Context: an optimization exercise on an open-source flow, tuned for a short achievable clock period and few clock cycles. The choices shown serve that exercise and are no tape-out recipe.
Where RTL was checked, it was by simulation tests only, not by an equivalence proof against the original.
For runs 1 to 7, only the layout was checked, not whether the RTL still works.
No activity file was given, so power comes from the tool's default toggle rates.

`flow/flow/run.sh`:
```
#!/bin/bash
# The standard layout (standard.sh), with two changes in how it is made:
#  * timing repair is asked to leave extra setup slack, so it keeps optimising
#    below the design's period (the SDC and the period are not changed);
#  * port buffers are plain buffers instead of the default delay-buffer cell.
set -euo pipefail
export SETUP_SLACK_MARGIN=8.5
export TNS_END_PERCENT=100
export BUFFER_PORTS_ARGS="-buffer_cell sky130_fd_sc_hd__buf_4"
bash standard.sh finish > standard_flow.log 2>&1
```
`flow/standard.sh`:
```
#!/bin/bash
# synth_recipe.tcl (not shown) runs the flow's synth.tcl, then flattens the netlist and writes it again
# the make line also repeats each setting of config.mk as NAME=value (left out here)
make -C /OpenROAD-flow-scripts/flow DESIGN_CONFIG=/design/flow/config.mk WORK_HOME=/design/flow/orfs CLKGATE_MAP_FILE= SYNTH_SCRIPT=/design/flow/synth_recipe.tcl "${@:-finish}"
```
`flow/config.mk`:
```
export PLATFORM = sky130hd
export DESIGN_NAME = turquoise
export DESIGN_NICKNAME = turquoise
export VERILOG_FILES = /design/flow/design.v
export SDC_FILE = /design/flow/constraint.sdc
export NUM_CORES = 4
export LEC_CHECK = 0
export CAP_MARGIN = 20
export CORE_MARGIN = 2
export CORE_UTILIZATION = 60
export SLEW_MARGIN = 20
export SYNTH_MEMORY_MAX_BITS = 4096
```
`flow/constraint.sdc`:
```
create_clock -name core_clock -period 12.0 [get_ports {clk}]
set_input_delay 2.4000 -clock core_clock [delete_from_list [all_inputs] [get_ports {clk}]]
set_output_delay 2.4000 -clock core_clock [all_outputs]
set_load 0.01 [all_outputs]
```
`flow/design.v`:
```
module turquoise (
    input  wire        clk,
    input  wire        rst,
    input  wire        cmd_valid,
    output wire        cmd_ready,
    input  wire [1:0]  cmd_op,
    input  wire [7:0]  cmd_data,
    output reg         resp_valid,
    output reg         resp_halted,
    output reg         resp_fault,
    output reg  [15:0] cur_x,
    output reg  [15:0] cur_y,
    output reg         paint_valid,
    output reg  [8:0]  paint_x,
    output reg  [7:0]  paint_y,
    output reg         paint_color
);
    localparam ROM_SIZE = 128;
    localparam RD       = 4;        
    localparam QD       = 4;        
    localparam X0       = 16'd136;
    localparam Y0       = 16'd96;
    localparam OP_TICK  = 2'd0;
    localparam OP_BEGIN = 2'd1;
    localparam OP_BYTE  = 2'd2;
    localparam OP_END   = 2'd3;
    integer i;
    reg rdy;
    reg rst_r;
    assign cmd_ready = rdy;
    wire acc      = cmd_valid && rdy;
    wire acc_tick = acc && (cmd_op == OP_TICK);
    wire acc_end  = acc && (cmd_op == OP_END);
    reg       p_byte, p_begin, p_end;
    reg       p_load;       
    reg [7:0] p_data;
    reg       p_nz;         
    reg       p_app;        
    wire      app_next;     
    reg       p_one;        
    wire      fault_next;
    always @(posedge clk) begin
        p_byte  <= acc && !rst && (cmd_op == OP_BYTE);
        p_begin <= acc && !rst && (cmd_op == OP_BEGIN);
        p_end   <= acc && !rst && (cmd_op == OP_END);
        p_load  <= acc && !rst && (cmd_op == OP_END) && !fault_next;
        p_data  <= cmd_data;
        p_nz    <= (cmd_data != 8'd0);
        p_one   <= (cmd_data == 8'd1);
        p_app   <= acc && !rst && (cmd_op == OP_BYTE) && (cmd_data != 8'd0) && app_next;
        rst_r   <= rst;
    end
    reg            act;
    reg [7:0]      mem  [0:2*ROM_SIZE-1];
    reg [7:0]      a_len;       
    reg [7:0]      s_len;
    reg            s_ovf;
    reg            s_term;      
    reg [7:0]      s_rem;       
    reg            s_cyc;       
    reg [7:0]      s_n1;        
    reg            s_n1z;       
    reg [8:0]      s_nfs;       
    reg            s_f_v;
    reg [7:0]      s_f_n1, s_f_c1;
    reg [6:0]      s_f_ps;
    reg            s_f_n1z, s_f_c1z;
    reg [8:0]      s_f_nfs;
    wire       s_room = !s_len[7];
    wire       s_clr  = rst_r || p_begin || p_end;
    wire       s_fs   = !s_term && (s_rem == 8'd0);
    wire [7:0] half_d = {1'b0, p_data[7:1]} + {7'd0, p_data[0]};
    wire       s_app  = p_app;
    wire       s_cyc_n  = s_clr ? 1'b0 : (p_byte && s_room) ? (s_fs && p_nz) : s_cyc;
    wire       s_room_n = s_clr ? 1'b1 : (p_byte && s_room) ? (s_len[6:0] != 7'd127) : s_room;
    assign     app_next = s_cyc_n && s_room_n;
    wire fault_cur  = s_ovf || (!s_term && (s_rem != 8'd0));
    assign fault_next = (p_begin || p_end) ? 1'b0 :
                        p_byte ? (!s_room ? 1'b1 :
                                  s_fs    ? p_nz :
                                            (!s_term && (s_rem != 8'd1))) :
                        fault_cur;
    wire do_load = p_load && !rst_r;
    always @(posedge clk) begin
        if (p_byte && s_room)
            mem[{~act, s_len[6:0]}] <= p_data;
    end
    always @(posedge clk) begin
        if (rst_r)
            act <= 1'b0;
        else if (do_load)
            act <= ~act;
        if (do_load)
            a_len <= s_len;
        if (s_clr) begin
            s_len  <= 8'd0;
            s_ovf  <= 1'b0;
            s_term <= 1'b0;
            s_rem  <= 8'd0;
            s_cyc  <= 1'b0;
            s_f_v  <= 1'b0;
        end else if (p_byte) begin
            if (!s_room) begin
                s_ovf <= 1'b1;
            end else begin
                s_len <= s_len + 8'd1;
                if (s_cyc)
                    s_cyc <= 1'b0;
                if (s_app && !s_f_v) begin
                    s_f_v   <= 1'b1;
                    s_f_n1  <= s_n1;
                    s_f_c1  <= p_data - 8'd1;
                    s_f_ps  <= s_len[6:0] + 7'd1;
                    s_f_n1z <= s_n1z;
                    s_f_c1z <= p_one;
                    s_f_nfs <= s_nfs;
                end
                if (s_fs) begin
                    if (!p_nz) begin
                        s_term <= 1'b1;
                    end else begin
                        s_rem <= 8'd1 + half_d;
                        s_n1  <= p_data - 8'd1;
                        s_n1z <= p_one;
                        s_nfs <= {1'b0, s_len} + 9'd2 + {1'b0, half_d};
                        s_cyc <= 1'b1;
                    end
                end else if (!s_term) begin
                    s_rem <= s_rem - 8'd1;
                end
            end
        end
    end
    reg            sc_on;       
    reg            sc_ph;       
    reg            sc_cv;       
    reg [8:0]      sc_fs;       
    reg [8:0]      sc_fs1;      
    reg [7:0]      sc_n1;
    reg            sc_n1z;
    reg [6:0]      sc_ps;
    reg [7:0]      rd;          
    reg [7:0]      r_n1 [0:RD-1];
    reg [7:0]      r_c1 [0:RD-1];
    reg [6:0]      r_ps [0:RD-1];
    reg [RD-1:0]   r_n1z, r_c1z, r_v;
    wire       sc_push  = sc_cv && (rd != 8'd0);
    wire       sc_room  = !r_v[RD-2];
    wire       sc_end   = (sc_fs >= {1'b0, a_len});
    wire       sc_issue = sc_on && !sc_ph && !sc_end && sc_room;
    wire [7:0] half_rd  = {1'b0, rd[7:1]} + {7'd0, rd[0]};
    wire       sc_next  = sc_on && sc_ph && (rd != 8'd0);    
    wire       sc_on_next = rst_r ? 1'b0 : do_load ? s_f_v :
                            (sc_on && ((!sc_ph && sc_end) || (sc_ph && rd == 8'd0))) ? 1'b0 : sc_on;
    wire       sc_cv_next = !rst_r && !do_load && sc_next;
    always @(posedge clk) begin
        rd <= mem[{act, sc_ph ? sc_fs1[6:0] : sc_fs[6:0]}];
        sc_on <= sc_on_next;
        sc_cv <= sc_cv_next;
        if (rst_r || do_load) begin
            sc_ph  <= 1'b0;
            sc_fs  <= s_f_nfs;
            sc_fs1 <= s_f_nfs + 9'd1;
        end else if (sc_issue) begin
            sc_ph <= 1'b1;
        end else if (sc_ph) begin
            sc_ph  <= 1'b0;
            sc_n1  <= rd - 8'd1;
            sc_n1z <= (rd == 8'd1);
            sc_ps  <= sc_fs[6:0] + 7'd2;
            sc_fs  <= sc_fs + 9'd2 + {1'b0, half_rd};
            sc_fs1 <= sc_fs + 9'd3 + {1'b0, half_rd};
        end
    end
    reg            g_v;
    reg [7:0]      g_addr;
    reg [7:0]      g_krem;      
    reg [7:0]      g_prem;      
    reg [7:0]      g_n1;
    reg [6:0]      g_ps;
    reg            g_kz;        
    reg            g_pz;        
    reg            g_n1z;       
    reg [2:0]      cred;        
    wire emit   = g_v && (cred != 3'd0);
    wire g_end  = emit && g_kz && g_pz;            
    wire g_take = (g_end || !g_v) && r_v[0] && !do_load && !rst_r;
    wire g_v_next = rst_r ? 1'b0 : do_load ? s_f_v : g_take ? 1'b1 : g_end ? 1'b0 : g_v;
    always @(posedge clk) begin
        g_v <= g_v_next;
        if (do_load || g_take) begin
            g_addr <= {do_load ? s_f_ps : r_ps[0], 1'b0};
            g_ps   <= do_load ? s_f_ps : r_ps[0];
            g_n1   <= do_load ? s_f_n1 : r_n1[0];
            g_krem <= do_load ? s_f_n1 : r_n1[0];
            g_prem <= do_load ? s_f_c1 : r_c1[0];
            g_kz   <= do_load ? s_f_n1z : r_n1z[0];
            g_n1z  <= do_load ? s_f_n1z : r_n1z[0];
            g_pz   <= do_load ? s_f_c1z : r_c1z[0];
        end else if (emit) begin
            if (!g_kz) begin
                g_krem <= g_krem - 8'd1;
                g_kz   <= (g_krem == 8'd1);
                g_addr <= g_addr + 8'd1;
            end else begin
                g_prem <= g_prem - 8'd1;
                g_pz   <= (g_prem == 8'd1);
                g_krem <= g_n1;
                g_kz   <= g_n1z;
                g_addr <= {g_ps, 1'b0};
            end
        end
    end
    reg [RD-1:0] rn_v;
    always @(*) begin
        for (i = 0; i < RD; i = i + 1)
            rn_v[i] = g_take ? ((i < RD - 1) ? r_v[(i+1) % RD] : 1'b0) : r_v[i];
    end
    wire r_clr = rst_r || do_load;
    always @(posedge clk) begin
        for (i = 0; i < RD; i = i + 1) begin
            if (!rn_v[i] && sc_push && (i == 0 || rn_v[i-1])) begin
                r_n1[i]  <= sc_n1;
                r_c1[i]  <= rd - 8'd1;
                r_ps[i]  <= sc_ps;
                r_n1z[i] <= sc_n1z;
                r_c1z[i] <= (rd == 8'd1);
            end else if (g_take && i < RD - 1) begin
                r_n1[i]  <= r_n1[(i+1) % RD];
                r_c1[i]  <= r_c1[(i+1) % RD];
                r_ps[i]  <= r_ps[(i+1) % RD];
                r_n1z[i] <= r_n1z[(i+1) % RD];
                r_c1z[i] <= r_c1z[(i+1) % RD];
            end
            r_v[i] <= !r_clr && (rn_v[i] || (sc_push && (i == 0 || rn_v[i-1])));
        end
    end
    wire r_v0_next = !r_clr && (rn_v[0] || sc_push);
    reg [3:0] m1_c [0:31];
    reg [4:0] m1_hi;
    reg       m1_v;
    wire      m1_v_next = emit && !do_load && !rst_r;
    always @(posedge clk) begin
        for (i = 0; i < 32; i = i + 1)
            m1_c[i] <= g_addr[0] ? mem[{i[4:0], g_addr[3:1]}][3:0]
                                 : mem[{i[4:0], g_addr[3:1]}][7:4];
        m1_hi <= {act, g_addr[7:4]};
        m1_v  <= m1_v_next;
    end
    wire [3:0] arr_op = m1_c[m1_hi];
    wire       arr_v  = m1_v;
    reg [3:0] q_op [0:QD-1];
    reg [QD-1:0] q_v;
    wire pop = acc_tick && q_v[0];
    reg [3:0]    qn_op [0:QD-1];    
    reg [QD-1:0] qn_v;
    reg [3:0]    qp_op [0:QD-1];    
    reg [QD-1:0] qp_v;
    always @(*) begin
        for (i = 0; i < QD; i = i + 1) begin
            if (q_v[i] || !(arr_v && (i == 0 || q_v[i-1]))) begin
                qn_op[i] = q_op[i];
                qn_v[i]  = q_v[i];
            end else begin
                qn_op[i] = arr_op;
                qn_v[i]  = 1'b1;
            end
            if (i < QD - 1 && q_v[i+1]) begin
                qp_op[i] = q_op[(i+1) % QD];
                qp_v[i]  = 1'b1;
            end else begin
                qp_op[i] = arr_op;
                qp_v[i]  = arr_v && q_v[i];
            end
        end
    end
    wire q_clr = rst_r || do_load;
    wire q_v0_next = !q_clr && (pop ? qp_v[0] : qn_v[0]);
    always @(posedge clk) begin
        for (i = 0; i < QD; i = i + 1) begin
            q_op[i] <= pop ? qp_op[i] : qn_op[i];
            q_v[i]  <= !q_clr && (pop ? qp_v[i] : qn_v[i]);
        end
    end
    wire [2:0] cred_e = cred - {2'd0, emit};
    always @(posedge clk) begin
        cred <= q_clr ? QD : pop ? cred_e + 3'd1 : cred_e;
    end
    wire exhausted_next = !g_v_next && !m1_v_next && !q_v0_next &&
                          !r_v0_next && !sc_on_next && !sc_cv_next;
    always @(posedge clk) begin
        rdy <= !rst && !acc_end && (q_v0_next || exhausted_next);
    end
    reg flipx, flipy, mirror, draw, color;
    wire [3:0] op = q_op[0];
    reg              is_move;
    reg signed [1:0] dx, dy;
    always @(*) begin
        is_move = 1'b1;
        dx = 2'sd0;
        dy = 2'sd0;
        case (op)
            4'h1: begin dx =  2'sd1; dy =  2'sd0; end
            4'h2: begin dx = -2'sd1; dy =  2'sd0; end
            4'h4: begin dx =  2'sd0; dy = -2'sd1; end
            4'h5: begin dx =  2'sd1; dy = -2'sd1; end
            4'h6: begin dx = -2'sd1; dy = -2'sd1; end
            4'h8: begin dx =  2'sd0; dy =  2'sd1; end
            4'h9: begin dx =  2'sd1; dy =  2'sd1; end
            4'hA: begin dx = -2'sd1; dy =  2'sd1; end
            default: is_move = 1'b0;
        endcase
    end
    wire signed [1:0] mx = mirror ? dy : dx;
    wire signed [1:0] my = mirror ? dx : dy;
    wire signed [1:0] ex = flipx ? -mx : mx;
    wire signed [1:0] ey = flipy ? -my : my;
    wire x_inc = (ex == 2'sd1);
    wire x_dec = (ex == -2'sd1);
    wire y_inc = (ey == 2'sd1);
    wire y_dec = (ey == -2'sd1);
    reg [15:0] cx, cy;
    wire signed [15:0] sx = $signed(cx);
    wire signed [15:0] sy = $signed(cy);
    wire [15:0] nx = x_inc ? cx + 16'd1 : x_dec ? cx - 16'd1 : cx;
    wire [15:0] ny = y_inc ? cy + 16'd1 : y_dec ? cy - 16'd1 : cy;
    wire inx = x_inc ? (sx >= -16'sd1 && sx <= 16'sd270) :
               x_dec ? (sx >=  16'sd1 && sx <= 16'sd272) :
                       (sx >=  16'sd0 && sx <= 16'sd271);
    wire iny = y_inc ? (sy >= -16'sd1 && sy <= 16'sd190) :
               y_dec ? (sy >=  16'sd1 && sy <= 16'sd192) :
                       (sy >=  16'sd0 && sy <= 16'sd191);
    wire paint_spec = is_move && draw && inx && iny;
    always @(posedge clk) begin
        if (rst_r) begin
            cx     <= X0;
            cy     <= Y0;
            flipx  <= 1'b0;
            flipy  <= 1'b0;
            mirror <= 1'b0;
            draw   <= 1'b1;
            color  <= 1'b1;
        end else if (pop) begin
            cx    <= nx;
            cy    <= ny;
            if (op == 4'h3) flipx  <= ~flipx;
            if (op == 4'hB) flipy  <= ~flipy;
            if (op == 4'h7) mirror <= ~mirror;
            if (op == 4'hC) color  <= ~color;
            if (op == 4'hD) draw   <= ~draw;
        end
    end
    always @(posedge clk) begin
        cur_x <= rst_r ? X0 : pop ? nx : cx;
        cur_y <= rst_r ? Y0 : pop ? ny : cy;
    end
    always @(posedge clk) begin
        resp_valid  <= acc && !rst;
        paint_valid <= pop && !rst && paint_spec;
        paint_x     <= nx[8:0];
        paint_y     <= ny[7:0];
        paint_color <= color;
        resp_halted <= !q_v[0];
        resp_fault  <= fault_next;
    end
endmodule
```
==> results.py, run 1 <==
metrics = {
    "run_status": {
        "status": "no timing/DRC/antenna violations",
    },
    "clock_network": {
        "cts_tree": "yes",
        "path_clk_slew_ps": 60,
        "cts_max_path_buffers": 4,
        "clock-sinks": 2560,
        "clockRootBuffer": "clkbuf_16",
        "clkLatencyLatePin_ps": 940,
        "htreeDepth": 5,
        "cts-hold-fix-buffers": 0,
        "numCtsBuffers": 288,
    },
    "timing": {
        "max_slew_margin_pct": 22.5,
        "slew_violations": 0,
        "skew_ps": 36.0,
        "worst_pin_slew_ps": 1130,
        "setup_viol": 0,
        "setup_tns_ps": 0,
        "post-route-min-period_ps": 3780,
        "rsz0062_at_grt": "yes",
        "max_clock_freq_mhz": 264,
        "fin_crit_sh_pct": 31.5,
        "worst_hold_slack_ps": 359,
        "setup_slack_ps": 8220,
        "hold_viol_final": 0,
    },
    "route": {
        "firstDrtPassIters": 8,
        "postRouteAntennaNets": 0,
        "drt_iter0_drc": 11300,
        "wire_per_inst_um": 34.4,
        "vias": 78000,
        "via_per_inst": 7.00,
        "drt_wl_total_um": 384000,
        "drc": 0,
    },
    "final_layout": {
        "final_core_util_pct": 68.2,
        "design_area_mm2": 0.133,
        "fin_nets": 8470,
        "drive_gt1_share_pct": 20.5,
        "fin_cells": 11100,
        "syn_to_final_growth_pct": 13.3,
        "n_fill_cell": 13400,
    },
    "placed_design": {
        "place_ws_ps": 6390,
        "gp_congestion": 0.911,
        "placed_area_mm2": 0.120,
        "dpl.hpwl_um": 208000,
        "port_buffers": 67,
        "placedCellCount": 10500,
    },
    "synthesis": {
        "syn_inst": 8350,
        "yosys-top-cells-count": "edfxtp_1, nand2_1, a21oi_1",
        "yosysUniqueCellTypes": 84,
        "synth_edf_count": 2297,
        "synth_nets": 8442,
        "async_reset_ff_share_pct": 0,
        "ys.warnings.count": 12,
        "yosysMostFrequentCell": "edfxtp_1",
        "synth-main-ff-cell": "edfxtp_1",
        "ys_seq_area_share_pct": 63.3,
        "avgSynthCellArea_um2": 14.0,
        "syn_area_mm2": 0.117,
        "yosysTopAreaCell": "edfxtp_1",
        "synth_seq_cells": 2560,
        "yosys-top-cells-area": "edfxtp_1, mux4_2, dfxtp_1, nand2_1, mux2i_1",
        "netlist.area_leader.share_pct": 58.9,
    },
    "global_route": {
        "antenna_found_initial": 21,
        "globalRouteTotalUtil_pct": 38.3,
        "grt_pass1_wl_um": 541000,
        "grt_pass1_vias": 74800,
        "overflow": 0,
        "grt_max_degree": 201,
    },
    "setup_path": {
        "worstPathRequired_ps": 9600,
        "worstPathArrival_ps": 1380,
        "critPathMaxStageDelay_ps": 350,
        "cp_slowest_cell": "dfxtp_4",
        "critPathKind": "reg2out",
        "crit_family": "flip-flops",
        "path_buf_inv": 1,
        "end_kind": "primary output",
        "path_cells": "buf_6",
        "worstPathMaxFanout": 2,
        "r2r_slack_ps": 8290,
        "start_kind": "flip-flop",
    },
    "power": {
        "ir_drop_mv": 0.179,
        "leakage_nw": 44.9,
        "finalPower_mw": 27.2,
        "power_density_mw_per_mm2": 205,
    },
    "worst_hold_path": {
        "min_path_type": "reg2reg",
    },
    "die": {
        "rows": 162,
        "die_h_um": 446,
        "die_area_mm2": 0.199,
        "placeableCoreArea_mm2": 0.195,
        "die_w_um": 446,
        "initial_core_util_pct": 60.2,
        "ioPinCount": 68,
    },
    "flow_run": {
        "maxCapViolations": 0,
    },
}
## timing repair
action | CTS | global route
setup endpoints to repair | 391 | 830
resized for setup | 364 | 141
buffers inserted | 76 | 9
pin swaps | 20 | 19
gates cloned | 42 | 7
## worst register-to-register path, cell delays in order, from the launching register on
cell	delay [ps]
dfxtp_1	550
nor2_1	810
nand3_1	900
nor2_1	1080
## final cells by class
cell class / count / area [um2] / area share, %
flip-flops and latches: 2560 / 74500 / 56.1
multi-input cells: 5114 / 41100 / 31.0
clock buffers: 371 / 7810 / 5.88
repair buffers: 329 / 4690 / 3.54
well taps: 2542 / 3180 / 2.40
clock inverters: 126 / 1140 / 0.858
inverters: 85 / 323 / 0.243
diodes: 10 / 25.0 / 0.0188
## flip-flops by register name (all words and copies together), names as in the netlist, 9 cells and up, named ones only
signal / cells
paint_x: 9
r_ps: 28
r_c1: 32
m1_c: 128
q_op: 16
r_n1: 32
mem: 2048
cy: 16
s_f_nfs: 9
s_nfs: 9
cx: 16
sc_fs: 9
## layer usage
metal	track usage (%)	part of all wire, %	vias up
met2	57.2	45	5350
met4	22.2	6.3	16
met3	8.54	12	1103
li1	-	-	32300
met5	0	0.026	-
met1	52.4	36	39200
## final timing paths
path                            depth (start not counted)           to  startpoint
worst max-delay path                                    1    cur_x[15]      cx[15]
worst min-delay path                                    0  paint_color       color
worst max register to register                          3   mem[66][6]    s_len[4]
worst min register to register                          0  paint_color       color
## kinds of logic after synthesis
group | count (synthesis) | share of synthesized area [%]
and+or+nand+nor | 2346 | 8.62
adders and majority gates | 79 | 0.863
buffers and inverters | 684 | 2.65
DFF | 2560 | 63.3
xor gates and xnor gates | 127 | 0.949
AOI/OAI and AO/OA | 1362 | 6.58
muxes | 1192 | 17.0
## where the power goes
group | internal (mW) | switching [mW]
sequential | 9.93 | 0.365
combinational | 2.82 | 5.47
clock | 5.03 | 3.54
## cell usage in the layout, fill, tap and decap left out, types with 32 or more instances in the layout
cell,synthesis,final
clkbuf_16,0,302
nand3_1,59,57
xnor2_1,73,72
buf_6,17,66
nand2_1,1380,1359
nor3_1,63,58
nor2_1,421,332
o21ai_0,148,121
inv_1,85,83
dfxtp_4,0,46
dfxtp_1,263,187
clkinv_1,0,45
o22ai_1,265,252
edfxtp_1,2297,2297
buf_4,46,157
ha_1,76,72
bufbuf_16,0,32
buf_16,0,36
clkinv_2,0,48
a211oi_1,49,43
clkbuf_1,294,64
nor4_1,223,192
xor2_1,54,52
mux2i_1,486,483
a21oi_1,767,743
mux4_2,629,629
nor2_2,0,86
mux2_2,74,74
==> run 2, diff against run 1 <==
--- a/flow/config.mk
+++ b/flow/config.mk
@@ -8,5 +8,7 @@
 export CAP_MARGIN = 20
 export CORE_MARGIN = 2
 export CORE_UTILIZATION = 60
+export CTS_CLUSTER_DIAMETER = 80
+export CTS_CLUSTER_SIZE = 25
 export SLEW_MARGIN = 20
 export SYNTH_MEMORY_MAX_BITS = 4096
==> results.py, run 2 <==
metrics = {
    "synthesis": {
        "async_reset_ff_share_pct": 0,
        "avgSynthCellArea_um2": 14.0,
        "syn_area_mm2": 0.117,
        "syn_inst": 8350,
        "ys_seq_area_share_pct": 63.3,
        "ys.warnings.count": 12,
        "synth_nets": 8442,
        "synth-main-ff-cell": "edfxtp_1",
        "netlist.area_leader.share_pct": 58.9,
        "yosysUniqueCellTypes": 84,
        "synth_edf_count": 2297,
        "yosys-top-cells-count": "edfxtp_1, nand2_1, a21oi_1",
        "synth_seq_cells": 2560,
        "yosys-top-cells-area": "edfxtp_1, mux4_2, dfxtp_1, nand2_1, mux2i_1",
        "yosysTopAreaCell": "edfxtp_1",
        "yosysMostFrequentCell": "edfxtp_1",
    },
    "setup_path": {
        "critPathMaxStageDelay_ps": 1000,
        "path_cells": "nor2_1 > nand3_1 > nor2_1",
        "start_kind": "flip-flop",
        "path_buf_inv": 0,
        "r2r_slack_ps": 8280,
        "worstPathMaxFanout": 16,
        "end_kind": "flip-flop",
        "crit_family": "simple AND/OR/NAND/NOR gates",
        "path_common_cell": "nor2_1",
        "critPathKind": "reg2reg",
        "worstPathArrival_ps": 4180,
        "worstPathRequired_ps": 12460,
        "cp_slowest_cell": "nor2_1",
    },
    "clock_network": {
        "clkLatencyLatePin_ps": 850,
        "cts_max_path_buffers": 3,
        "cts_tree": "yes",
        "clockRootBuffer": "clkbuf_16",
        "htreeDepth": 4,
        "clock-sinks": 2560,
        "numCtsBuffers": 143,
        "path_clk_slew_ps": 90,
    },
    "die": {
        "placeableCoreArea_mm2": 0.195,
        "die_h_um": 446,
        "ioPinCount": 68,
        "rows": 162,
        "die_area_mm2": 0.199,
        "initial_core_util_pct": 60.2,
        "die_w_um": 446,
    },
    "final_layout": {
        "n_fill_cell": 13800,
        "seq_area_mm2": 0.0745,
        "syn_to_final_growth_pct": 9.77,
        "fin_nets": 8331,
        "layout_common_cells": "edfxtp_1, nand2_1, a21oi_1",
        "drive_gt1_share_pct": 19.2,
        "largest_reg_flops": 2048,
        "final_common_cell": "edfxtp_1",
        "final_core_util_pct": 66.1,
        "design_area_mm2": 0.129,
        "multiInputGateArea_mm2": 0.0411,
    },
    "route": {
        "firstDrtPassIters": 7,
        "via_per_inst": 7.05,
        "drt_wl_total_um": 379000,
        "postRouteAntennaNets": 0,
        "drt_iter0_drc": 11000,
        "vias": 76900,
        "dr.max_layer_used": "met5",
        "met3_length_um": 44300,
        "wirelength_met1_um": 138000,
        "wl_met2_um": 173000,
        "wire_per_inst_um": 34.7,
        "drc": 0,
    },
    "worst_hold_path": {
        "min_path_type": "reg2reg",
    },
    "flow_run": {
        "maxCapViolations": 0,
    },
    "timing": {
        "slew_violations": 0,
        "setup_tns_ps": 0,
        "post-route-min-period_ps": 3720,
        "max_clock_freq_mhz": 269,
        "setup_viol": 0,
        "hold_viol_final": 0,
        "skew_ps": 40.3,
        "max_slew_margin_pct": 20.7,
        "fin_crit_sh_pct": 31.0,
        "worst_pin_slew_ps": 1180,
        "rsz0062_at_grt": "yes",
    },
    "global_route": {
        "grt_pass1_vias": 72900,
        "overflow": 0,
        "grt_pass1_wl_um": 530000,
        "grt_max_degree": 201,
        "antenna_found_initial": 13,
        "globalRouteTotalUtil_pct": 37.6,
    },
    "power": {
        "leakage_nw": 42.8,
        "power_density_mw_per_mm2": 189,
        "ir_drop_mv": 0.175,
        "finalPower_mw": 24.3,
    },
    "placed_design": {
        "dpl.hpwl_um": 208000,
        "gp_congestion": 0.911,
        "port_buffers": 67,
        "placed_area_mm2": 0.120,
    },
    "run_status": {
        "status": "no timing/DRC/antenna violations",
    },
}
[run 2: cell counts after synthesis]
No cell type changed its count.
[run 2: layer usage]
layer | global-route usage (%) | vias to the layer above
met5 | 0 | -
met4 | 20.2 | 12
met3 | 7.56 | 892
met2 | 57.0 | 5052
met1 | 51.8 | 39000
li1 | - | 31900
[run 2: power breakdown]
part	internal, mW	switching (mW)	total [mW]
Sequential	9.92	0.370	10.3
Clock	2.67	3.04	5.70
Combinational	2.83	5.45	8.28
[run 2: worst paths after layout]
check | start | endpoint | depth (start not counted)
max | s_len[5] | mem[72][0] | 3
min | color | paint_color | 0
max reg2reg | s_len[5] | mem[72][0] | 3
min reg2reg | color | paint_color | 0
[run 2: repair_timing]
action / in CTS / in global routing
setup buffers: 71 / 18
setup endpoints to repair: 390 / 749
cloned: 39 / 12
hold buffers: 0 / 0
pin swaps: 19 / 10
gates resized for setup: 370 / 135
[run 2: layout make-up]
cell class	count	area share (%)
inverter	85	0.251
tap	2542	2.47
clock buffer	169	2.90
timing repair buffer	335	3.68
sequential	2560	57.9
antenna	11	0.0214
clock inverter	84	0.824
multi-input combinational	5114	32.0
[run 2: worst register-to-register path, stage by stage, from the launching register on]
cell	delay [ps]
dfxtp_1	580
nor2_1	820
nand3_1	950
nor2_1	1010
[run 2: per-stage QoR]
step | std cells | setup slack (ps) | hold slack (ps)
detailed placement | 10500 | 6390 | 362
global route | 10900 | 8250 | 385
CTS | 10900 | 8240 | 366
floorplan | 8350 | 8190 | 350
finish | 10900 | 8280 | 365
global placement | 10500 | 6440 | 358
[run 2: cells by family after synthesis]
| logic type | share of synthesized area (%) |
|---|---|
| flip-flops | 63.3 |
| AND/OR/NAND/NOR | 8.62 |
| AO/OA/AOI/OAI | 6.58 |
| multiplexers | 17.0 |
| buffers and inverters | 2.65 |
| XOR/XNOR | 0.949 |
| adder cells (fa/ha/maj) | 0.863 |
==> run 3, diff against run 2 <==
--- a/flow/design.v
+++ b/flow/design.v
@@ -54,6 +54,7 @@
     reg [7:0]      mem  [0:2*ROM_SIZE-1];
     reg [7:0]      a_len;       
     reg [7:0]      s_len;
+    reg [ROM_SIZE-1:0] s_oh;    
     reg            s_ovf;
     reg            s_term;      
     reg [7:0]      s_rem;       
@@ -81,9 +82,15 @@
                                             (!s_term && (s_rem != 8'd1))) :
                         fault_cur;
     wire do_load = p_load && !rst_r;
+    wire p_byte0 = p_byte && act;       
+    wire p_byte1 = p_byte && !act;
     always @(posedge clk) begin
-        if (p_byte && s_room)
-            mem[{~act, s_len[6:0]}] <= p_data;
+        for (i = 0; i < ROM_SIZE; i = i + 1) begin
+            if (p_byte0 && s_oh[i])
+                mem[i] <= p_data;
+            if (p_byte1 && s_oh[i])
+                mem[ROM_SIZE + i] <= p_data;
+        end
     end
     always @(posedge clk) begin
         if (rst_r)
@@ -94,6 +101,7 @@
             a_len <= s_len;
         if (s_clr) begin
             s_len  <= 8'd0;
+            s_oh   <= {{(ROM_SIZE-1){1'b0}}, 1'b1};
             s_ovf  <= 1'b0;
             s_term <= 1'b0;
             s_rem  <= 8'd0;
@@ -104,6 +112,7 @@
                 s_ovf <= 1'b1;
             end else begin
                 s_len <= s_len + 8'd1;
+                s_oh  <= s_oh << 1;
                 if (s_cyc)
                     s_cyc <= 1'b0;
                 if (s_app && !s_f_v) begin
--- a/flow/config.mk
+++ b/flow/config.mk
@@ -8,7 +8,7 @@
 export CAP_MARGIN = 20
 export CORE_MARGIN = 2
 export CORE_UTILIZATION = 60
-export CTS_CLUSTER_DIAMETER = 80
-export CTS_CLUSTER_SIZE = 25
+export CTS_CLUSTER_DIAMETER = 150
+export CTS_CLUSTER_SIZE = 40
 export SLEW_MARGIN = 20
 export SYNTH_MEMORY_MAX_BITS = 4096
==> results.py, run 3 <==
metrics = {
    "die": {
        "ioPinCount": 68,
        "initial_core_util_pct": 60.4,
        "die_h_um": 449,
        "die_w_um": 449,
        "rows": 163,
    },
    "placed_design": {
        "port_buffers": 67,
        "placedCellCount": 11800,
        "place_ws_ps": 6710,
        "dpl.hpwl_um": 666000,
        "placed_area_mm2": 0.125,
        "gp_congestion": 1.83,
    },
    "synthesis": {
        "synth_xor_area_share_pct": 0.890,
        "synth-main-ff-cell": "edfxtp_1",
        "syn_inst": 9235,
        "ys_seq_area_share_pct": 64.5,
        "synthMuxAreaShare_pct": 5.44,
        "ys.warnings.count": 13,
        "netlist.area_leader.share_pct": 57.9,
        "yosys-top-cells-area": "edfxtp_1, dfxtp_1, a22oi_1, nand2_1, o21ai_0",
        "synth_top_family_by_area": "compound AO/OA/AOI/OAI gates",
        "synth_seq_cells": 2685,
        "yosysMostFrequentCell": "edfxtp_1",
        "avgSynthCellArea_um2": 12.9,
        "synthSimpleGateAreaFrac_pct": 9.95,
        "async_reset_ff_share_pct": 0,
        "yosys.area_share.adder_pct": 0.828,
        "yosys-top-cells-count": "edfxtp_1, nand2_1, a22oi_1",
        "yosysUniqueCellTypes": 93,
        "synth_nets": 9325,
        "synth_compound_area_share_pct": 16.1,
        "yosysTopAreaCell": "edfxtp_1",
        "synth_edf_count": 2297,
        "syn_area_mm2": 0.119,
    },
    "global_route": {
        "grt_pass1_wl_um": 1380000,
        "grt_pass1_vias": 128000,
        "globalRouteTotalUtil_pct": 101,
        "overflow": 13700,
        "grt_max_degree": 147,
    },
    "clock_network": {
        "cts_max_path_buffers": 3,
        "numCtsBuffers": 79,
        "clockRootBuffer": "clkbuf_16",
        "clock-sinks": 2685,
        "htreeDepth": 3,
    },
    "run_status": {
        "error": "[ERROR GRT-0116] Global routing finished with congestion. Check the congestion regions in the DRC Viewer.",
        "status": "aborted with a tool error",
        "stop_stage": "global routing",
    },
}
run 3: cell count changes after synthesis, sizes merged, moves of 334 or more:
| cell | change |
|---|---|
| a21oi | -358 |
| a22oi | +668 |
| mux2i | -334 |
| mux4 | -517 |
| nand2 | -569 |
| o21ai | +420 |
run 3: kinds of logic after synthesis:
family	Yosys count
compound gates	2772
xor+xnor	121
fa+ha+maj	77
buf+inv	700
flops	2685
mux	479
simple gates	2401
run 3: worst max-delay path by stage:
stage              start        end  slack, ps  cells past startpoint
2_1_floorplan  cmd_valid    is_move       7680                     11
3_3_place_gp    sc_fs[3]      rd[6]       5900                      9
3_5_place_dp       sc_ph      rd[0]       6710                     12
4_1_cts           cy[10]  cur_y[10]       8240                      1
run 3: power groups by stage:
stage	logic, mW	registers [mW]	clock network, mW
CTS	4.51	10.8	4.09
detailed placement	3.56	11.0	0
global placement	3.50	11.0	0
floorplan	1.77	10.7	0
run 3: timing repair:
action                     4_1_cts
buffers inserted               189
hold buffers                     0
setup endpoints to repair      391
gates cloned                    22
resized for setup              675
pin swaps                       89
run 3: layer usage:
metal | global-route usage, % | overflow
met1 | 98.8 | 2685
met2 | 112 | 6814
met3 | 93.8 | 1798
met4 | 97.6 | 2163
met5 | 81.2 | 191
==> run 4, diff against run 3 <==
--- a/flow/design.v
+++ b/flow/design.v
@@ -149,6 +149,7 @@
     reg            sc_n1z;
     reg [6:0]      sc_ps;
     reg [7:0]      rd;          
+    reg [6:0]      sc_ra;       
     reg [7:0]      r_n1 [0:RD-1];
     reg [7:0]      r_c1 [0:RD-1];
     reg [6:0]      r_ps [0:RD-1];
@@ -163,16 +164,19 @@
                             (sc_on && ((!sc_ph && sc_end) || (sc_ph && rd == 8'd0))) ? 1'b0 : sc_on;
     wire       sc_cv_next = !rst_r && !do_load && sc_next;
     always @(posedge clk) begin
-        rd <= mem[{act, sc_ph ? sc_fs1[6:0] : sc_fs[6:0]}];
+        rd <= mem[{act, sc_ra}];
         sc_on <= sc_on_next;
         sc_cv <= sc_cv_next;
         if (rst_r || do_load) begin
             sc_ph  <= 1'b0;
             sc_fs  <= s_f_nfs;
             sc_fs1 <= s_f_nfs + 9'd1;
+            sc_ra  <= s_f_nfs[6:0];
         end else if (sc_issue) begin
             sc_ph <= 1'b1;
+            sc_ra <= sc_fs1[6:0];
         end else if (sc_ph) begin
+            sc_ra  <= sc_fs[6:0] + 7'd2 + half_rd[6:0];
             sc_ph  <= 1'b0;
             sc_n1  <= rd - 8'd1;
             sc_n1z <= (rd == 8'd1);
@@ -183,6 +187,7 @@
     end
     reg            g_v;
     reg [7:0]      g_addr;
+    reg [15:0]     g_oh;        
     reg [7:0]      g_krem;      
     reg [7:0]      g_prem;      
     reg [7:0]      g_n1;
@@ -199,6 +204,7 @@
         g_v <= g_v_next;
         if (do_load || g_take) begin
             g_addr <= {do_load ? s_f_ps : r_ps[0], 1'b0};
+            g_oh   <= 16'd1 << {do_load ? s_f_ps[2:0] : r_ps[0][2:0], 1'b0};
             g_ps   <= do_load ? s_f_ps : r_ps[0];
             g_n1   <= do_load ? s_f_n1 : r_n1[0];
             g_krem <= do_load ? s_f_n1 : r_n1[0];
@@ -211,12 +217,14 @@
                 g_krem <= g_krem - 8'd1;
                 g_kz   <= (g_krem == 8'd1);
                 g_addr <= g_addr + 8'd1;
+                g_oh   <= {g_oh[14:0], g_oh[15]};
             end else begin
                 g_prem <= g_prem - 8'd1;
                 g_pz   <= (g_prem == 8'd1);
                 g_krem <= g_n1;
                 g_kz   <= g_n1z;
                 g_addr <= {g_ps, 1'b0};
+                g_oh   <= 16'd1 << {g_ps[2:0], 1'b0};
             end
         end
     end
@@ -249,10 +257,19 @@
     reg [4:0] m1_hi;
     reg       m1_v;
     wire      m1_v_next = emit && !do_load && !rst_r;
+    reg [3:0] m1_sel [0:31];
+    integer k;
+    always @(*) begin
+        for (i = 0; i < 32; i = i + 1) begin
+            m1_sel[i] = 4'd0;
+            for (k = 0; k < 16; k = k + 1)
+                m1_sel[i] = m1_sel[i] | ({4{g_oh[k]}} &
+                            (k[0] ? mem[i*8 + k/2][3:0] : mem[i*8 + k/2][7:4]));
+        end
+    end
     always @(posedge clk) begin
         for (i = 0; i < 32; i = i + 1)
-            m1_c[i] <= g_addr[0] ? mem[{i[4:0], g_addr[3:1]}][3:0]
-                                 : mem[{i[4:0], g_addr[3:1]}][7:4];
+            m1_c[i] <= m1_sel[i];
         m1_hi <= {act, g_addr[7:4]};
         m1_v  <= m1_v_next;
     end
==> results.py, run 4 <==
metrics = {
    "run_status": {
        "status": "aborted with a tool error",
        "stop_stage": "global routing",
        "error": "[ERROR GRT-0116] Global routing finished with congestion. Check the congestion regions in the DRC Viewer.",
    },
    "synthesis": {
        "yosysUniqueCellTypes": 78,
        "avgSynthCellArea_um2": 13.4,
        "syn_inst": 8641,
        "synth_nets": 8737,
        "ys_seq_area_share_pct": 66.8,
        "syn_area_mm2": 0.116,
        "synth_edf_count": 2320,
        "async_reset_ff_share_pct": 0,
        "synth-main-ff-cell": "edfxtp_1",
        "yosys-top-cells-count": "edfxtp_1, a22o_1, a221oi_1",
        "yosysTopAreaCell": "edfxtp_1",
        "yosys-top-cells-area": "edfxtp_1, dfxtp_1, a22o_1, a221oi_1, a22oi_1",
        "yosysMostFrequentCell": "edfxtp_1",
        "ys.warnings.count": 14,
        "netlist.area_leader.share_pct": 60.1,
        "synth_seq_cells": 2708,
    },
    "global_route": {
        "grt_pass1_wl_um": 1240000,
        "overflow": 6312,
        "globalRouteTotalUtil_pct": 92.3,
        "grt_max_degree": 169,
        "grt_pass1_vias": 118000,
    },
    "die": {
        "die_h_um": 444,
        "rows": 161,
        "ioPinCount": 68,
        "die_w_um": 444,
        "initial_core_util_pct": 60.3,
    },
    "placed_design": {
        "placed_area_mm2": 0.119,
        "dpl.hpwl_um": 553000,
        "port_buffers": 67,
        "placedCellCount": 10800,
        "gp_congestion": 1.68,
    },
    "clock_network": {
        "numCtsBuffers": 77,
        "cts_max_path_buffers": 3,
        "clockRootBuffer": "clkbuf_16",
        "cts-hold-fix-buffers": 0,
        "clock-sinks": 2708,
        "htreeDepth": 3,
    },
}
-- run 4: metal layers --
layer	GRT usage [%]	overflow
met5	75.5	157
met2	101	3066
met1	93.0	1017
met4	84.7	1210
met3	86.4	862
-- run 4: logic make-up after synthesis --
logic type / after synthesis / synth area share (%)
AOI/OAI and AO/OA: 2619 / 17.6
and+or+nand+nor: 2147 / 9.64
xor gates and xnor gates: 135 / 1.02
muxes: 125 / 1.20
DFF: 2708 / 66.8
adders and majority gates: 83 / 0.921
buffers and inverters: 824 / 2.85
-- run 4: metrics by stage --
stage	setup WS, ps	power [mW]
after floorplan	7940	12.6
after global placement	6430	14.7
after detailed placement	6380	14.7
after CTS	8100	19.3
-- run 4: repair_timing --
item	4_1_cts
pin swaps	75
buffers inserted	120
endpoints found under the setup margin	226
cloned	32
gates resized for setup	544
-- run 4: power by group through the flow --
stage	logic [mW]	clock network, mW	registers (mW)
after CTS	4.95	3.98	10.4
after detailed placement	4.13	0	10.6
after global placement	4.06	0	10.6
after floorplan	1.99	0	10.6
-- run 4: worst max-delay path by stage --
stage                   start       to  slack [ps]  cells after the start
floorplan           cmd_valid  is_move        7940                      8
global placement          act    rd[7]        6430                     11
detailed placement        act    rd[2]        6380                     11
CTS                  sc_ra[3]    rd[2]        8100                     12
==> run 5, diff against run 4 <==
--- a/flow/config.mk
+++ b/flow/config.mk
@@ -7,8 +7,8 @@
 export LEC_CHECK = 0
 export CAP_MARGIN = 20
 export CORE_MARGIN = 2
-export CORE_UTILIZATION = 60
-export CTS_CLUSTER_DIAMETER = 150
-export CTS_CLUSTER_SIZE = 40
+export CORE_UTILIZATION = 55
+export CTS_CLUSTER_DIAMETER = 80
+export CTS_CLUSTER_SIZE = 25
 export SLEW_MARGIN = 20
 export SYNTH_MEMORY_MAX_BITS = 4096
==> results.py, run 5 <==
metrics = {
    "synthesis": {
        "ys_seq_area_share_pct": 66.8,
        "yosysTopAreaCell": "edfxtp_1",
        "yosysMostFrequentCell": "edfxtp_1",
        "yosys-top-cells-area": "edfxtp_1, dfxtp_1, a22o_1, a221oi_1, a22oi_1",
        "async_reset_ff_share_pct": 0,
        "synth_seq_cells": 2708,
        "avgSynthCellArea_um2": 13.4,
        "synth_nets": 8737,
        "yosys-top-cells-count": "edfxtp_1, a22o_1, a221oi_1",
        "synth_edf_count": 2320,
        "netlist.area_leader.share_pct": 60.1,
        "yosysUniqueCellTypes": 78,
        "syn_inst": 8641,
        "ys.warnings.count": 14,
        "synth-main-ff-cell": "edfxtp_1",
        "syn_area_mm2": 0.116,
    },
    "global_route": {
        "globalRouteTotalUtil_pct": 87.5,
        "overflow": 1472,
        "grt_pass1_wl_um": 1270000,
        "grt_max_degree": 143,
        "grt_pass1_vias": 119000,
    },
    "die": {
        "die_h_um": 463,
        "rows": 168,
        "initial_core_util_pct": 55.3,
        "ioPinCount": 68,
        "die_w_um": 463,
    },
    "placed_design": {
        "placedCellCount": 11100,
        "port_buffers": 67,
        "gp_congestion": 1.49,
        "dpl.hpwl_um": 617000,
    },
    "run_status": {
        "status": "aborted with a tool error",
        "stop_stage": "global routing",
        "error": "[ERROR GRT-0116] Global routing finished with congestion. Check the congestion regions in the DRC Viewer.",
    },
    "clock_network": {
        "cts_max_path_buffers": 3,
        "htreeDepth": 4,
        "numCtsBuffers": 135,
        "cts-hold-fix-buffers": 0,
        "clock-sinks": 2708,
        "clockRootBuffer": "clkbuf_16",
    },
}
-- run 5: cell counts after synthesis --
No cell type changed its count.
-- run 5: worst max path at each step --
stage | from | to | slack (ps) | cells after the start
after floorplan | cmd_valid | is_move | 7940 | 8
after global placement | act | rd[4] | 6260 | 11
after detailed placement | act | rd[4] | 6410 | 11
after CTS | sc_ra[2] | rd[6] | 7790 | 11
-- run 5: power groups by stage --
stage,Clock (mW),Sequential [mW],Combinational [mW]
CTS,5.40,10.4,5.29
detailed placement,0,10.6,4.37
global placement,0,10.6,4.29
floorplan,0,10.6,1.99
-- run 5: stage by stage --
stage                     hold slack [ps]  worst slack [ps]  cell area, um2  utilization [%]
after floorplan                       350              7940          116000                -
after global placement                356              6260          120000             57.4
after detailed placement              358              6410          120000             57.5
after CTS                             365              7790          129000             61.8
-- run 5: cell families after synthesis --
logic type | count (synthesis) | synth area share, %
DFF | 2708 | 66.8
adders and majority gates | 83 | 0.921
xor gates and xnor gates | 135 | 1.02
AOI/OAI and AO/OA | 2619 | 17.6
and+or+nand+nor | 2147 | 9.64
muxes | 125 | 1.20
buffers and inverters | 824 | 2.85
-- run 5: routing by layer --
| layer | overflow | track usage [%] |
|---|---|---|
| met1 | 150 | 89.3 |
| met2 | 704 | 94.4 |
| met3 | 191 | 82.7 |
| met4 | 418 | 80.5 |
| met5 | 9 | 67.8 |
-- run 5: timing repair --
action                                  in CTS
setup buffers                              119
gates resized for setup                    594
endpoints found under the setup margin     192
gates cloned                                32
pin swaps                                   82
==> run 6, diff against run 5 <==
--- a/flow/design.v
+++ b/flow/design.v
@@ -54,7 +54,8 @@
     reg [7:0]      mem  [0:2*ROM_SIZE-1];
     reg [7:0]      a_len;       
     reg [7:0]      s_len;
-    reg [ROM_SIZE-1:0] s_oh;    
+    reg [15:0]     s_hoh;       
+    reg [7:0]      s_loh;       
     reg            s_ovf;
     reg            s_term;      
     reg [7:0]      s_rem;       
@@ -86,9 +87,9 @@
     wire p_byte1 = p_byte && !act;
     always @(posedge clk) begin
         for (i = 0; i < ROM_SIZE; i = i + 1) begin
-            if (p_byte0 && s_oh[i])
+            if (p_byte0 && s_hoh[i/8] && s_loh[i%8])
                 mem[i] <= p_data;
-            if (p_byte1 && s_oh[i])
+            if (p_byte1 && s_hoh[i/8] && s_loh[i%8])
                 mem[ROM_SIZE + i] <= p_data;
         end
     end
@@ -101,7 +102,8 @@
             a_len <= s_len;
         if (s_clr) begin
             s_len  <= 8'd0;
-            s_oh   <= {{(ROM_SIZE-1){1'b0}}, 1'b1};
+            s_hoh  <= 16'd1;
+            s_loh  <= 8'd1;
             s_ovf  <= 1'b0;
             s_term <= 1'b0;
             s_rem  <= 8'd0;
@@ -112,7 +114,9 @@
                 s_ovf <= 1'b1;
             end else begin
                 s_len <= s_len + 8'd1;
-                s_oh  <= s_oh << 1;
+                s_loh <= {s_loh[6:0], s_loh[7]};
+                if (s_loh[7])
+                    s_hoh <= s_hoh << 1;
                 if (s_cyc)
                     s_cyc <= 1'b0;
                 if (s_app && !s_f_v) begin
--- a/flow/config.mk
+++ b/flow/config.mk
@@ -7,7 +7,7 @@
 export LEC_CHECK = 0
 export CAP_MARGIN = 20
 export CORE_MARGIN = 2
-export CORE_UTILIZATION = 55
+export CORE_UTILIZATION = 60
 export CTS_CLUSTER_DIAMETER = 80
 export CTS_CLUSTER_SIZE = 25
 export SLEW_MARGIN = 20
==> results.py, run 6 <==
metrics = {
    "run_status": {
        "status": "aborted with a tool error",
        "stop_stage": "global routing",
        "error": "[ERROR GRT-0116] Global routing finished with congestion. Check the congestion regions in the DRC Viewer.",
    },
    "synthesis": {
        "yosysUniqueCellTypes": 83,
        "synth_seq_cells": 2604,
        "ys_seq_area_share_pct": 66.6,
        "syn_inst": 8309,
        "syn_area_mm2": 0.113,
        "yosysMostFrequentCell": "edfxtp_1",
        "async_reset_ff_share_pct": 0,
        "avgSynthCellArea_um2": 13.6,
        "synth_edf_count": 2320,
        "yosys-top-cells-area": "edfxtp_1, dfxtp_1, a22o_1, a221oi_1, a22oi_1",
        "synth_nets": 8404,
        "synth-main-ff-cell": "edfxtp_1",
        "ys.warnings.count": 14,
        "yosysTopAreaCell": "edfxtp_1",
        "yosys-top-cells-count": "edfxtp_1, a22o_1, a221oi_1",
        "netlist.area_leader.share_pct": 61.5,
    },
    "placed_design": {
        "dpl.hpwl_um": 574000,
        "port_buffers": 67,
        "gp_congestion": 1.72,
        "place_ws_ps": 6990,
    },
    "global_route": {
        "overflow": 7045,
        "grt_pass1_vias": 116000,
        "grt_max_degree": 151,
        "grt_pass1_wl_um": 1220000,
        "globalRouteTotalUtil_pct": 94.4,
    },
    "die": {
        "ioPinCount": 68,
        "initial_core_util_pct": 60.3,
        "die_w_um": 438,
        "rows": 159,
        "die_h_um": 438,
    },
    "clock_network": {
        "cts_max_path_buffers": 3,
        "numCtsBuffers": 131,
        "clock-sinks": 2604,
        "clockRootBuffer": "clkbuf_16",
        "htreeDepth": 4,
    },
}
==> run 6: power by group through the flow <==
stage	sequential, mW	clock (mW)	combinational (mW)
floorplan	10.3	0	2.01
global placement	10.3	0	3.97
detailed placement	10.3	0	4.02
CTS	10.1	5.21	4.45
==> run 6: how the worst max path moves through the flow <==
stage | end | slack (ps) | depth (start not counted)
after floorplan | dx[0] | 7920 | 8
after global placement | rd[5] | 6490 | 9
after detailed placement | rd[5] | 6990 | 9
after CTS | rd[5] | 8000 | 12
==> run 6: stage by stage <==
stage	area, um2	hold WS [ps]	power (mW)	util [%]	cells
global placement	117000	354	14.2	62.2	10400
CTS	124000	392	19.7	65.9	10700
detailed placement	117000	362	14.3	62.3	10400
floorplan	113000	326	12.3	-	8309
==> run 6: cells by family after synthesis <==
| logic type | share of synthesized area, % |
|---|---|
| AO/OA/AOI/OAI | 17.8 |
| XOR/XNOR | 1.04 |
| adder cells (fa/ha/maj) | 0.933 |
| buffers and inverters | 2.99 |
| flip-flops | 66.6 |
| multiplexers | 1.08 |
| AND/OR/NAND/NOR | 9.54 |
==> run 6: what timing repair did <==
action | 4_1_cts
endpoints found under the setup margin | 221
cloned | 17
setup buffers | 57
pin swaps | 43
resized for setup | 440
hold buffers | 0
==> run 6: layer usage <==
metal / global-route usage [%] / GRT overflow
met4: 89.0 / 1337
met2: 104 / 3576
met3: 88.2 / 920
met1: 94.1 / 1108
met5: 77.8 / 104
==> run 7, diff against run 6 <==
--- a/flow/design.v
+++ b/flow/design.v
@@ -51,7 +51,7 @@
         rst_r   <= rst;
     end
     reg            act;
-    reg [7:0]      mem  [0:2*ROM_SIZE-1];
+    reg [8*2*ROM_SIZE-1:0] mem;    
     reg [7:0]      a_len;       
     reg [7:0]      s_len;
     reg [15:0]     s_hoh;       
@@ -88,9 +88,9 @@
     always @(posedge clk) begin
         for (i = 0; i < ROM_SIZE; i = i + 1) begin
             if (p_byte0 && s_hoh[i/8] && s_loh[i%8])
-                mem[i] <= p_data;
+                mem[8*i +: 8] <= p_data;
             if (p_byte1 && s_hoh[i/8] && s_loh[i%8])
-                mem[ROM_SIZE + i] <= p_data;
+                mem[8*(ROM_SIZE + i) +: 8] <= p_data;
         end
     end
     always @(posedge clk) begin
@@ -168,7 +168,7 @@
                             (sc_on && ((!sc_ph && sc_end) || (sc_ph && rd == 8'd0))) ? 1'b0 : sc_on;
     wire       sc_cv_next = !rst_r && !do_load && sc_next;
     always @(posedge clk) begin
-        rd <= mem[{act, sc_ra}];
+        rd <= mem[8*{act, sc_ra} +: 8];
         sc_on <= sc_on_next;
         sc_cv <= sc_cv_next;
         if (rst_r || do_load) begin
@@ -268,7 +268,7 @@
             m1_sel[i] = 4'd0;
             for (k = 0; k < 16; k = k + 1)
                 m1_sel[i] = m1_sel[i] | ({4{g_oh[k]}} &
-                            (k[0] ? mem[i*8 + k/2][3:0] : mem[i*8 + k/2][7:4]));
+                            (k[0] ? mem[8*(i*8 + k/2) +: 4] : mem[8*(i*8 + k/2) + 4 +: 4]));
         end
     end
     always @(posedge clk) begin
@@ -381,8 +381,13 @@
         end
     end
     always @(posedge clk) begin
-        cur_x <= rst_r ? X0 : pop ? nx : cx;
-        cur_y <= rst_r ? Y0 : pop ? ny : cy;
+        if (pop) begin
+            cur_x <= nx;
+            cur_y <= ny;
+        end else if (rst_r) begin
+            cur_x <= X0;
+            cur_y <= Y0;
+        end
     end
     always @(posedge clk) begin
         resp_valid  <= acc && !rst;
==> results.py, run 7 <==
metrics = {
    "final_layout": {
        "layout_common_cells": "edfxtp_1, mux4_2, a22o_1",
        "final_core_util_pct": 65.1,
        "final_common_cell": "edfxtp_1",
        "n_fill_cell": 13100,
        "syn_to_final_growth_pct": 7.85,
        "largest_reg_flops": 2048,
        "design_area_mm2": 0.124,
        "fin_nets": 6842,
        "fin_cells": 9375,
        "drive_gt1_share_pct": 18.9,
    },
    "setup_path": {
        "r2r_end": "rd[7]",
        "critPathKind": "reg2out",
        "r2r_slack_ps": 8460,
        "path_buf_inv": 1,
        "worstPathMaxFanout": 1,
        "worstReg2RegStart": "sc_ra[1]",
        "start_kind": "flip-flop",
        "path_cells": "buf_6",
        "end_kind": "primary output",
        "worstPathRequired_ps": 9600,
        "crit_family": "flip-flops",
        "r2r.worst_path.cells": 8,
        "worstPathArrival_ps": 1380,
        "critPathMaxStageDelay_ps": 420,
        "cp_slowest_cell": "edfxtp_1",
    },
    "clock_network": {
        "cts_tree": "yes",
        "htreeDepth": 4,
        "path_clk_slew_ps": 100,
        "numCtsBuffers": 140,
        "clockRootBuffer": "clkbuf_16",
        "cts-hold-fix-buffers": 0,
        "cts_max_path_buffers": 3,
        "clkLatencyLatePin_ps": 840,
        "clock-sinks": 2636,
    },
    "placed_design": {
        "dpl.hpwl_um": 220000,
        "gp_congestion": 0.946,
        "port_buffers": 67,
        "placedCellCount": 9075,
        "placed_area_mm2": 0.118,
    },
    "worst_hold_path": {
        "holdPathStages": 0,
        "holdPathEnd": "paint_color",
        "min_path_type": "reg2reg",
        "hold_path.startpoint": "color",
    },
    "route": {
        "postRouteAntennaNets": 0,
        "drt_iter0_drc": 12500,
        "firstDrtPassIters": 10,
        "drt_wl_total_um": 378000,
        "wire_per_inst_um": 40.3,
        "drc": 0,
        "via_per_inst": 7.80,
        "vias": 73100,
    },
    "power": {
        "power_density_mw_per_mm2": 171,
        "p_int_mw": 15.0,
        "seq_power_share_pct": 48.2,
        "ir_drop_mv": 0.171,
        "p_sw_mw": 6.18,
        "p_comb_share_pct": 25.7,
        "sw_frac_of_total_pct": 29.2,
        "leakage_nw": 40.4,
        "p_clk_share_pct": 26.2,
        "finalPower_mw": 21.2,
    },
    "die": {
        "die_w_um": 441,
        "initial_core_util_pct": 60.3,
        "rows": 160,
        "ioPinCount": 68,
        "die_area_mm2": 0.195,
        "die_h_um": 441,
        "placeableCoreArea_mm2": 0.190,
    },
    "timing": {
        "post-route-min-period_ps": 3780,
        "setup_viol": 0,
        "hold_viol_final": 0,
        "setup_tns_ps": 0,
        "fin_crit_sh_pct": 31.5,
        "max_slew_margin_pct": 17.7,
        "skew_ps": 26.6,
        "worst_pin_slew_ps": 1230,
        "slew_violations": 0,
        "max_clock_freq_mhz": 264,
        "rsz0062_at_grt": "yes",
    },
    "synthesis": {
        "avgSynthCellArea_um2": 16.6,
        "synth-main-ff-cell": "edfxtp_1",
        "synth_nets": 7003,
        "yosys-top-cells-count": "edfxtp_1, mux4_2, a22o_1",
        "synth_edf_count": 2352,
        "yosysTopAreaCell": "edfxtp_1",
        "syn_inst": 6907,
        "ys.warnings.count": 13,
        "yosysUniqueCellTypes": 76,
        "netlist.area_leader.share_pct": 61.5,
        "yosys-top-cells-area": "edfxtp_1, mux4_2, dfxtp_1, a22o_1, a221oi_1",
        "yosysMostFrequentCell": "edfxtp_1",
        "ys_seq_area_share_pct": 66.5,
        "async_reset_ff_share_pct": 0,
        "synth_seq_cells": 2636,
        "syn_area_mm2": 0.115,
    },
    "global_route": {
        "grt_max_degree": 138,
        "antenna_found_initial": 33,
        "overflow": 0,
        "grt_pass1_wl_um": 526000,
        "grt_pass1_vias": 70100,
        "globalRouteTotalUtil_pct": 38.4,
    },
    "flow_run": {
        "maxCapViolations": 0,
    },
    "run_status": {
        "status": "no timing/DRC/antenna violations",
    },
}
[run 7: changes by cell type after synthesis, moves of 52 or more]
cell	delta
a32oi_1	-190
mux4_2	+641
a221oi_1	-52
nor4_1	-70
o22ai_1	-103
buf_2	-71
nand4_1	-136
a22oi_1	-394
a22o_1	-70
clkbuf_1	-58
nor2_1	-127
a222oi_1	-59
nand3_1	-306
[run 7: kinds of logic (layout without fill, tap and decap cells)]
family | Yosys count | in the layout | synth area share [%]
compound gates | 1476 | 1476 | 10.2
flops | 2636 | 2636 | 66.5
other cells | 0 | 17 | 0
buf+inv | 649 | 589 | 2.25
fa+ha+maj | 83 | 83 | 0.931
mux | 755 | 755 | 13.7
xor+xnor | 140 | 140 | 1.07
simple gates | 1168 | 1168 | 5.40
[run 7: metrics by stage]
step | setup WS [ps] | hold slack, ps
2_1_floorplan | 7880 | 350
3_3_place_gp | 6720 | 364
3_5_place_dp | 6670 | 363
4_1_cts | 8160 | 388
5_1_grt | 8170 | 395
6_report | 8220 | 384
[run 7: worst max-delay path by stage]
stage | cells after the start | from | to
3_3_place_gp | 10 | sc_ra[0] | rd[0]
3_5_place_dp | 10 | sc_ra[0] | rd[0]
5_1_grt | 1 | cur_y[13] | cur_y[13]
6_report | 1 | cur_y[8] | cur_y[8]
4_1_cts | 1 | cur_y[13] | cur_y[13]
2_1_floorplan | 8 | cmd_valid | is_move
[run 7: layer usage]
metal | up-vias | track usage, % | part of all wire (%) | wire, um
met5 | - | 0 | 0.023 | 87
met4 | 16 | 17.9 | 5.6 | 21200
met3 | 1188 | 10.6 | 15 | 55600
met2 | 6377 | 56.8 | 44 | 167000
met1 | 36900 | 53.4 | 36 | 134000
li1 | 28600 | - | - | -
[run 7: cell type report]
type	instances	area, um2	share of cell area, %
Antenna cell	17	42.5	0.0344
Clock buffer	180	3830	3.09
Clock inverter	63	733	0.592
Inverter	94	358	0.289
Multi-Input combinational cell	3622	36200	29.2
Sequential cell	2636	76400	61.7
Tap cell	2511	3140	2.54
Timing Repair Buffer	251	3110	2.52
Timing Repair inverter	1	5.00	0.00404
[run 7: what timing repair did]
action,4_1_cts,5_1_grt
gates cloned,10,9
endpoints found under the setup margin,91,98
resized for setup,129,52
buffers inserted,7,13
pin swaps,2,1
[run 7: power by group through the flow]
stage	registers (mW)	logic, mW	clock network, mW
floorplan	10.4	3.41	0
global placement	10.4	4.89	0
detailed placement	10.4	4.93	0
CTS	10.2	5.20	5.56
global route	10.2	5.60	5.87
finish	10.2	5.44	5.54
==> run 8, diff against run 7 <==
--- a/flow/design.v
+++ b/flow/design.v
@@ -381,13 +381,8 @@
         end
     end
     always @(posedge clk) begin
-        if (pop) begin
-            cur_x <= nx;
-            cur_y <= ny;
-        end else if (rst_r) begin
-            cur_x <= X0;
-            cur_y <= Y0;
-        end
+        cur_x <= rst_r ? X0 : pop ? nx : cx;
+        cur_y <= rst_r ? Y0 : pop ? ny : cy;
     end
     always @(posedge clk) begin
         resp_valid  <= acc && !rst;
==> results.py, run 8 <==
metrics = {
    "power": {
        "p_sw_mw": 6.26,
        "finalPower_mw": 21.2,
        "p_clk_share_pct": 26.1,
        "leakage_nw": 40.1,
        "seq_power_share_pct": 47.7,
        "p_comb_share_pct": 26.2,
        "sw_frac_of_total_pct": 29.6,
        "p_int_mw": 14.9,
        "power_density_mw_per_mm2": 172,
        "ir_drop_mv": 0.216,
    },
    "route": {
        "postRouteAntennaNets": 0,
        "wirelength_met1_um": 133000,
        "vias": 72200,
        "via_per_inst": 7.76,
        "wl_met2_um": 166000,
        "wire_per_inst_um": 39.9,
        "drc": 0,
        "drt_wl_total_um": 371000,
        "firstDrtPassIters": 9,
        "drt_iter0_drc": 11800,
        "dr.max_layer_used": "met5",
        "met3_length_um": 51800,
    },
    "placed_design": {
        "placed_area_mm2": 0.117,
        "dpl.hpwl_um": 221000,
        "port_buffers": 67,
        "place_ws_ps": 7010,
        "placedCellCount": 8983,
        "gp_congestion": 0.949,
    },
    "run_status": {
        "status": "no timing/DRC/antenna violations",
    },
    "clock_network": {
        "clock-sinks": 2604,
        "cts_max_path_buffers": 3,
        "clkLatencyLatePin_ps": 840,
        "htreeDepth": 4,
        "cts-hold-fix-buffers": 0,
        "path_clk_slew_ps": 100,
        "clockRootBuffer": "clkbuf_16",
        "numCtsBuffers": 140,
        "cts_tree": "yes",
    },
    "final_layout": {
        "drive_gt1_share_pct": 20.4,
        "layout_common_cells": "edfxtp_1, mux4_2, a22o_1",
        "syn_to_final_growth_pct": 8.10,
        "design_area_mm2": 0.123,
        "final_common_cell": "edfxtp_1",
        "largest_reg_flops": 2048,
        "fin_cells": 9306,
        "fin_nets": 6789,
        "final_core_util_pct": 65.4,
    },
    "timing": {
        "max_clock_freq_mhz": 269,
        "post-route-min-period_ps": 3720,
        "worst_hold_slack_ps": 372,
        "worst_pin_slew_ps": 1210,
        "slew_violations": 0,
        "max_slew_margin_pct": 19.2,
        "fin_crit_sh_pct": 31.0,
        "setup_viol": 0,
        "setup_slack_ps": 8280,
        "rsz0062_at_grt": "yes",
        "setup_tns_ps": 0,
        "skew_ps": 31.5,
        "hold_viol_final": 0,
    },
    "global_route": {
        "grt_pass1_wl_um": 523000,
        "grt_max_degree": 110,
        "antenna_found_initial": 27,
        "globalRouteTotalUtil_pct": 38.1,
        "overflow": 0,
        "grt_pass1_vias": 70000,
    },
    "setup_path": {
        "path_buf_inv": 1,
        "end_kind": "primary output",
        "worstPathRequired_ps": 9600,
        "critPathMaxStageDelay_ps": 380,
        "r2r_end": "m1_c[14][1]",
        "path_cells": "buf_6",
        "crit_cells": 1,
        "start_kind": "flip-flop",
        "worstPathArrival_ps": 1320,
        "r2r.worst_path.cells": 6,
        "critPathKind": "reg2out",
        "crit_family": "flip-flops",
        "worstPathMaxFanout": 5,
        "cp_slowest_cell": "dfxtp_4",
        "r2r_slack_ps": 8410,
        "worstReg2RegStart": "g_oh[7]",
    },
    "worst_hold_path": {
        "holdPathStages": 0,
        "hold_path.startpoint": "color",
        "min_path_type": "reg2reg",
        "holdPathEnd": "paint_color",
    },
    "synthesis": {
        "async_reset_ff_share_pct": 0,
        "yosysTopAreaCell": "edfxtp_1",
        "syn_area_mm2": 0.114,
        "synth_nets": 6913,
        "ys.warnings.count": 13,
        "synth_seq_cells": 2604,
        "yosysMostFrequentCell": "edfxtp_1",
        "ys_seq_area_share_pct": 66.2,
        "netlist.area_leader.share_pct": 61.2,
        "yosys-top-cells-count": "edfxtp_1, mux4_2, a22o_1",
        "avgSynthCellArea_um2": 16.7,
        "yosys-top-cells-area": "edfxtp_1, mux4_2, dfxtp_1, a22o_1, a221oi_1",
        "syn_inst": 6817,
        "synth_edf_count": 2320,
        "yosysUniqueCellTypes": 80,
        "synth-main-ff-cell": "edfxtp_1",
    },
    "die": {
        "die_area_mm2": 0.193,
        "placeableCoreArea_mm2": 0.188,
        "die_w_um": 440,
        "ioPinCount": 68,
        "die_h_um": 440,
        "rows": 159,
        "initial_core_util_pct": 60.5,
    },
    "flow_run": {
        "maxCapViolations": 0,
    },
}
run 8: cell count changes after synthesis, sizes merged, moves of 22 or more:
| cell | before | now |
|---|---|---|
| edfxtp | 2352 | 2320 |
| mux2i | 32 | 56 |
| a21oi | 146 | 124 |
| o22ai | 60 | 25 |
| mux2 | 81 | 114 |
run 8: worst max-delay path by stage:
stage,endpoint,startpoint,slack [ps]
4_1_cts,cur_x[9],cx[9],8220
6_report,cur_x[9],cx[9],8280
3_3_place_gp,rd[6],sc_ra[0],7020
5_1_grt,cur_x[9],cx[9],8240
2_1_floorplan,dx[0],cmd_op[1],8070
3_5_place_dp,rd[1],sc_ra[0],7010
run 8: what timing repair did:
item / in CTS / in global routing
setup endpoints to repair: 155 / 104
setup buffers: 42 / 9
pin swaps: 0 / 1
gates resized for setup: 199 / 42
gates cloned: 8 / 4
run 8: layer usage:
layer,GRT usage [%],up-vias
met5,0,-
met4,17.6,14
met3,9.84,1152
met2,57.0,5937
met1,53.1,36700
li1,-,28400
run 8: cells by family (layout without fill, tap and decap cells):
kind of cell / count (synthesis) / count (layout) / share of synthesized area (%)
AOI/OAI and AO/OA: 1440 / 1440 / 10.1
xor gates and xnor gates: 134 / 134 / 1.03
adders and majority gates: 83 / 83 / 0.939
buffers and inverters: 631 / 612 / 2.19
DFF: 2604 / 2604 / 66.2
muxes: 811 / 811 / 14.3
other: 0 / 12 / 0
and+or+nand+nor: 1114 / 1115 / 5.19
run 8: layout make-up:
class,instances,area (um2)
sequential,2604,75600
fill,13000,65200
multi-input combinational,3583,36400
tap,2495,3120
clock inverter,62,749
timing repair buffer,282,3060
clock buffer,186,3830
inverter,82,312
antenna,12,30.0
run 8: power by group through the flow:
stage,registers (mW),clock network [mW],logic (mW)
final,10.1,5.53,5.56
after global routing,10.1,5.86,5.75
after CTS,10.1,5.55,5.40
after detailed placement,10.3,0,5.12
after global placement,10.3,0,5.09
after floorplan,10.3,0,3.49
Testbench counts of run 8, summed over its fixed seeds: cycles 202,313.

==> separate check: timing with driven ports <==
The flow's constraints put no driver on any port. The routed layouts listed below were extracted and timed again, unchanged, in two steps. Step 1 (the two cells are an assumption about what drives the block):
set clk [get_ports {clk}]
set_driving_cell -lib_cell sky130_fd_sc_hd__clkbuf_16 $clk
set_driving_cell -lib_cell sky130_fd_sc_hd__buf_2 [delete_from_list [all_inputs] $clk]
Step 2, shift: input delay + t, output delay - t, t = (earliest + latest rising clock arrival at the registers) / 2. This alone moves slack from input paths to output paths. a / b / c = no drivers / after step 1 / after step 2; a / b = the first two.
| run | t (ns) | slack for setup (ns) | hold WS [ns] | worst setup path at the end | worst register clock-pin slew, ns |
|---|---|---|---|---|---|
| run 1 | 1.011 | 8.217 / 8.129 / 7.719 | 0.359 / 0.359 / 0.359 | input to register | 0.07 / 0.07 |
| run 2 | 0.920 | 8.281 / 8.209 / 7.738 | 0.365 / 0.365 / 0.365 | input to register | 0.11 / 0.11 |
| run 7 | 0.917 | 8.218 / 8.130 / 7.732 | 0.384 / 0.384 / 0.384 | input to register | 0.10 / 0.10 |
| run 8 | 0.925 | 8.276 / 8.177 / 7.651 | 0.372 / 0.372 / 0.372 | input to register | 0.10 / 0.10 |
After both steps every run listed still meets setup and hold. For run 8, which loses most, drivers alone change the setup slack by -0.099 ns; drivers and shift together by -0.625 ns.
